From an optimization exercise on the open Yosys and OpenROAD flow, aimed at small area, a short achievable clock period and few clock cycles per item; shortcuts taken in it are not production practice. In this exercise RTL edits were held to simulation tests only and were not proved equivalent to the original. Power figures rest on the tool's default switching activity, not on a simulated workload.

==> flow/design.v (outline; a module is shown in full before it is edited, if it fits) <==
// module vcsk_channel: 71 lines
// module vcsk_core: 991 lines
module vcsk_core (
    input  wire        clk,
    input  wire        rst,
    input  wire        cmd_valid,
    output wire        cmd_ready,
    input  wire [31:0] cmd_data,
    output reg         rsp_valid,
    output reg  [31:0] rsp_data,
    output reg         rsp_err
);
  // ...
==> flow/flow/run.sh <==
#!/bin/bash
# The standard layout, with two changes to how it is made:
# - the port buffers that buffer_ports inserts are sky130_fd_sc_hd__buf_2;
# - clock tree synthesis inserts no dummy loads.
set -euo pipefail
export BUFFER_PORTS_ARGS="-buffer_cell sky130_fd_sc_hd__buf_2"
export CTS_ARGS="-sink_clustering_enable -repair_clock_nets -sink_clustering_size 24 -sink_clustering_max_diameter 80 -buf_list sky130_fd_sc_hd__clkbuf_16 -dont_use_dummy_load"
bash standard.sh finish > standard.log 2>&1
==> flow/standard.sh <==
#!/bin/bash
# synth_recipe.tcl (not shown) runs the flow's synth.tcl, then flattens the netlist and writes it again
# the make line also repeats each setting of config.mk as NAME=value (left out here)
make -C /OpenROAD-flow-scripts/flow DESIGN_CONFIG=/design/flow/config.mk WORK_HOME=/design/flow/orfs CLKGATE_MAP_FILE= SYNTH_SCRIPT=/design/flow/synth_recipe.tcl "${@:-finish}"
==> flow/config.mk <==
export PLATFORM = sky130hd
export DESIGN_NAME = vcsk_core
export DESIGN_NICKNAME = vcsk_core
export VERILOG_FILES = /design/flow/design.v
export SDC_FILE = /design/flow/constraint.sdc
export NUM_CORES = 4
export LEC_CHECK = 0
export CAP_MARGIN = 5
export CORE_MARGIN = 2
export CORE_UTILIZATION = 50
export CTS_BUF_LIST = sky130_fd_sc_hd__clkbuf_16
export CTS_CLUSTER_DIAMETER = 80
export CTS_CLUSTER_SIZE = 24
export SLEW_MARGIN = 5
==> flow/constraint.sdc <==
create_clock -name core_clock -period 44.0 [get_ports {clk}]
set_input_delay 8.8000 -clock core_clock [delete_from_list [all_inputs] [get_ports {clk}]]
set_output_delay 8.8000 -clock core_clock [all_outputs]
set_load 0.01 [all_outputs]
==> run notes, run 1 <==
status finished clean; initial antenna violation count 11; Crit. End Element primary output; NetSw 643 uW; fin util 53.8%; I/O pins 70; top layer in use met5; Routed Antenna Nets 0; CTS root buffer clkbuf_16; sequential cell area 36200 um2; top cell type's share of synthesized area 33.4%; Worst Setup SP rsp_data[14]; Post-synth EDFFs 800; Net count, final 6841; clk_skew 0.0698 ns; Inverters 378; drt wl/cell 24.5 um; clock network share of area 2.73%; RR Endpoint s3_ra[15]; r2r setup slk 36.39 ns; ant diodes 3; post-route setup TNS 0 ns; Top FF cell, synth edfxtp_1; main combinational cell family by area after synthesis adder cells; r2r startpoint s2_ch[0]; Unique masters post-synth 64; FFs & Latches 1409; internal cell power 1900 uW; Async SR Flop Fraction 0%; DR DRC count 0; Critical Path Max Stage Delay 0.33 ns; Yosys reg bits 1409; met3 WL 13900 um; Max Cap Violations 0; max frequency 100 MHz
Testbench counts, summed over its fixed seeds: cycles 12,288, items 12,256.
==> inputs of run 2 (changes only) <==
==> flow/flow/run.sh (replaced) <==
#!/bin/bash
# The standard layout, with two changes to how it is made:
# - the port buffers that buffer_ports inserts are sky130_fd_sc_hd__buf_2;
# - clock tree synthesis inserts no dummy loads.
set -euo pipefail
export BUFFER_PORTS_ARGS="-buffer_cell sky130_fd_sc_hd__buf_2"
export CTS_ARGS="-sink_clustering_enable -repair_clock_nets -sink_clustering_size 28 -sink_clustering_max_diameter 80 -buf_list sky130_fd_sc_hd__clkbuf_16 -dont_use_dummy_load"
bash standard.sh finish > standard.log 2>&1
--- a/flow/config.mk
+++ b/flow/config.mk
@@ -11,4 +11,4 @@
 export CTS_BUF_LIST = sky130_fd_sc_hd__clkbuf_16
 export CTS_CLUSTER_DIAMETER = 80
-export CTS_CLUSTER_SIZE = 24
+export CTS_CLUSTER_SIZE = 28
 export SLEW_MARGIN = 5
==> run 2 against run 1 <==
Sequential share of layout area about the same. Utilization decreased by 0.052 points. Setup slack got worse by 0.031 ns. Non-clock buffer count unchanged. Routed wire length about the same. Clock-buffer cell count decreased by 3. Synthesized cell count unchanged. Critical endpoint is now rsp_data[11]. Largest cell class unchanged. Largest power group unchanged. Highest routed layer is now met4.
==> run notes, run 2 <==
WP data required 35.20 ns (about the same); Post-synth top cells edfxtp_1, nand2_1, nor2_1 (unchanged); CP arrival 1.22 ns (was 1.19 ns); CTS root buffer clkbuf_16 (unchanged); Clock Latency Late Sink 0.75 ns (was 0.73 ns); DRT Pass-1 Iters 5 (was 6); Max Cap Violations 0 (unchanged); H-tree levels 3 (unchanged); top cell type's share of synthesized area 33.4% (unchanged); Yosys reg bits 1409 (unchanged); met3 WL 13800 um (was 13900 um); cells on worst reg2reg path 21 (unchanged); max reg flops 512 (unchanged); GPL Wtd Cong 0.909 (unchanged); CTS tree built (unchanged); Critical Path Max Stage Delay 0.34 ns (was 0.33 ns); internal cell power 1890 uW (was 1900 uW); top layer in use met4 (was met5); total clock sinks 1409 (unchanged); setup bufs post-CTS 0 (unchanged); crit path capture rsp_data[11] (was rsp_data[14]); final setup vio count 0 (unchanged); Power Density 32.8 nW/um2 (was 33.0 nW/um2); Final Max Tran Viols 0 (unchanged); Post-synth EDFFs 800 (unchanged); Max rail drop VDD 0.0000410 V (was 0.0000399 V); PortBufs 68 (unchanged); Hold WC Path Type reg2reg (unchanged); Crit. End Element primary output (unchanged); Top FF cell, synth edfxtp_1 (unchanged); Starting Density 50.3% (unchanged); CTS buffer count 81 (was 84); fin worst setup slack 33.98 ns (was 34.01 ns); RR Endpoint s3_ra[15] (unchanged); Final Critical Period 10.02 ns (was 9.99 ns); Flop pwr share 60.1% (was 59.7%); DIE WIDTH 383 um (unchanged); Area Overhead vs Synth 7.04% (was 7.14%); Routed Antenna Nets 0 (unchanged); Crit path buffers/inverters 1 (unchanged); Clk pin slew, worst setup/hold paths 0.10 ns (was 0.09 ns); first-pass GRT wire length 295000 um (about the same); I/O pins 70 (unchanged); most frequent cell after synthesis edfxtp_1 (unchanged); CTS Hold Bufs 0 (unchanged); top cells by area, synth edfxtp_1, dfxtp_1, fa_1 (unchanged); Slew HR 16.3% (was 15.6%); post-synthesis sequential area ratio 50.3% (unchanged); CTS resizes 0 (unchanged); commonest non-fill, non-tap cell in the layout edfxtp_1 (unchanged); CP max stage cell dfxtp_1 (unchanged); NetSw 640 uW (was 643 uW); die height 383 um (unchanged); DR DRC count 0 (unchanged); clock power share 29.8% (was 30.2%); total core area 143000 um2 (unchanged); worst-path cell chain buf_2 (unchanged); commonest cells after routing, fill and taps aside edfxtp_1, nand2_1, nor2_1 (unchanged); Critical Path Start Type flip-flop (unchanged); kind of cell adding the most delay to the critical path flip-flops (unchanged); switching share of power 25.3% (about the same); largest reg by FF count g_ch.u_ch.volume (unchanged); Worst Setup SP rsp_data[11] (was rsp_data[14]); Final Hold Viols 0 (unchanged); syn nets 6754 (unchanged); initial antenna violation count 11 (unchanged); vias in the first global route 45200 (about the same); hold slack 0.332 ns (about the same); Vias 45900 (was 46000); post-route clock period utilization 22.8% (was 22.7%); First DRT Iteration DRCs 4138 (was 4262); max frequency 99.8 MHz (was 100 MHz); Async SR Flop Fraction 0% (unchanged); Post-DP HPWL 139000 um (unchanged); Worst path depth 1 (unchanged); Leakage 0.0284 uW (about the same); clk_skew 0.103 ns (was 0.0698 ns); area of the die 147000 um2 (unchanged); crit-path max FO 1 (unchanged); pre-CTS WS 34.78 ns (unchanged); cells after synthesis 6016 (unchanged); Unique masters post-synth 64 (unchanged); gr usage total 27.2% (about the same); syn avg cell area 12.0 um2 (unchanged); # rows 139 (unchanged); Net count, final 6838 (was 6841); post-layout power 2530 uW (was 2540 uW); wl on met1 84800 um (was 84600 um); layout cells sized above 1 7.36% (was 7.41%); Post-Syn Area 71900 um2 (unchanged); Worst Setup Path Type reg2out (unchanged); post-synth top area cell edfxtp_1 (unchanged); largest registers g_ch.u_ch.volume (512), g_ch.u_ch.counter (192) (unchanged); unrepaired setup endpoints after global routing false (unchanged); Worst-Margin Slew 1.25 ns (was 1.26 ns); r2r startpoint s2_ch[0] (unchanged); total wire length 197000 um (about the same); DR vias/cell 5.74 (about the same); grt ovf 0 (unchanged); Max Root-Sink Buffers 3 (unchanged); r2r setup slk 36.37 ns (was 36.39 ns); met2 wire len 89900 um (was 89700 um); Comb power frac 10.1% (was 10.0%); post-route setup TNS 0 ns (unchanged); status finished clean (unchanged); drt wl/cell 24.6 um (was 24.5 um); Ys Warns 33 (unchanged); largest net degree at the start of global routing 118 (unchanged)
run 2: cell count changes in the layout (fill, tap and decap cells not counted):
cell       delta
clkbuf_16     -3
run 2: through the flow:
step                      util [%]  instances  instance area, um2
after floorplan                  -       6016               71900
after global placement        52.4       7920               75000
after detailed placement      52.4       7920               75000
after CTS                     53.8       8001               77000
after global routing          53.8       8001               77000
final                         53.8       8004               77000
run 2: worst min path at each step:
stage	end	cells after the start	start	slack, ns
3_3_place_gp	s3_rdcfg	0	s2_rdcfg	0.31
6_report	s3_err	0	s2_err	0.33
4_1_cts	s3_err	0	s2_err	0.34
5_1_grt	rsp_err	0	s3_err	0.35
2_1_floorplan	rsp_err	0	s3_err	0.31
3_5_place_dp	s3_err	0	s2_err	0.31
run 2: power by group through the flow:
| stage | registers (uW) | clock network, uW | logic, uW |
|---|---|---|---|
| 6_report | 1520 | 754 | 255 |
| 5_1_grt | 1530 | 813 | 278 |
| 3_5_place_dp | 1550 | 0 | 252 |
| 3_3_place_gp | 1550 | 0 | 250 |
| 2_1_floorplan | 1530 | 0 | 157 |
| 4_1_cts | 1520 | 771 | 256 |
run 2: logic make-up (layout without fill, tap and decap cells):
group | count (synthesis) | in the layout | synth area share (%)
AOI/OAI and AO/OA | 808 | 808 | 7.65
xor gates and xnor gates | 451 | 451 | 5.49
DFF | 1409 | 1409 | 50.3
other | 1 | 4 | 0.00521
muxes | 253 | 253 | 5.53
and+or+nand+nor | 1861 | 1861 | 11.5
buffers and inverters | 530 | 612 | 2.82
adders and majority gates | 703 | 703 | 16.6
run 2: layout make-up:
cell class / instances / area [um2]
multi-input combinational: 4077 / 33900
tap: 1903 / 2380
clock buffer: 81 / 2030
sequential: 1409 / 36200
inverter: 378 / 1420
fill: 12200 / 66100
antenna: 3 / 7.51
timing repair buffer: 153 / 991
run 2: layer usage:
layer	up-vias	GRT usage [%]
li1	21000	-
met1	23200	38.2
met2	1385	42.9
met3	284	3.97
met4	0	10.2
met5	-	0

[what the ideal ports hide]
No port has a modelled driver above. Below, the same layouts with a new extraction and two added sets of constraints. Step 1 assumes that a clkbuf_16 drives the clock port and a buf_2 every other input. Step 2 adds t to the input delays and takes it off the output delays; t is the mean of the earliest and latest rising clock arrival at the registers after step 1. Input paths then give back, and output paths get back, about the clock's delay inside the block. Three values: ideal, step 1, step 2; two values: the first two.
run | shift t [ns] | setup WS [ns] | cell pins on the clock port's net
run 1 | 0.784 | 34.010 / 33.926 / 34.704 | 1
run 2 | 0.789 | 33.980 / 33.893 / 34.683 | 1
After both steps every run listed still meets setup and hold.
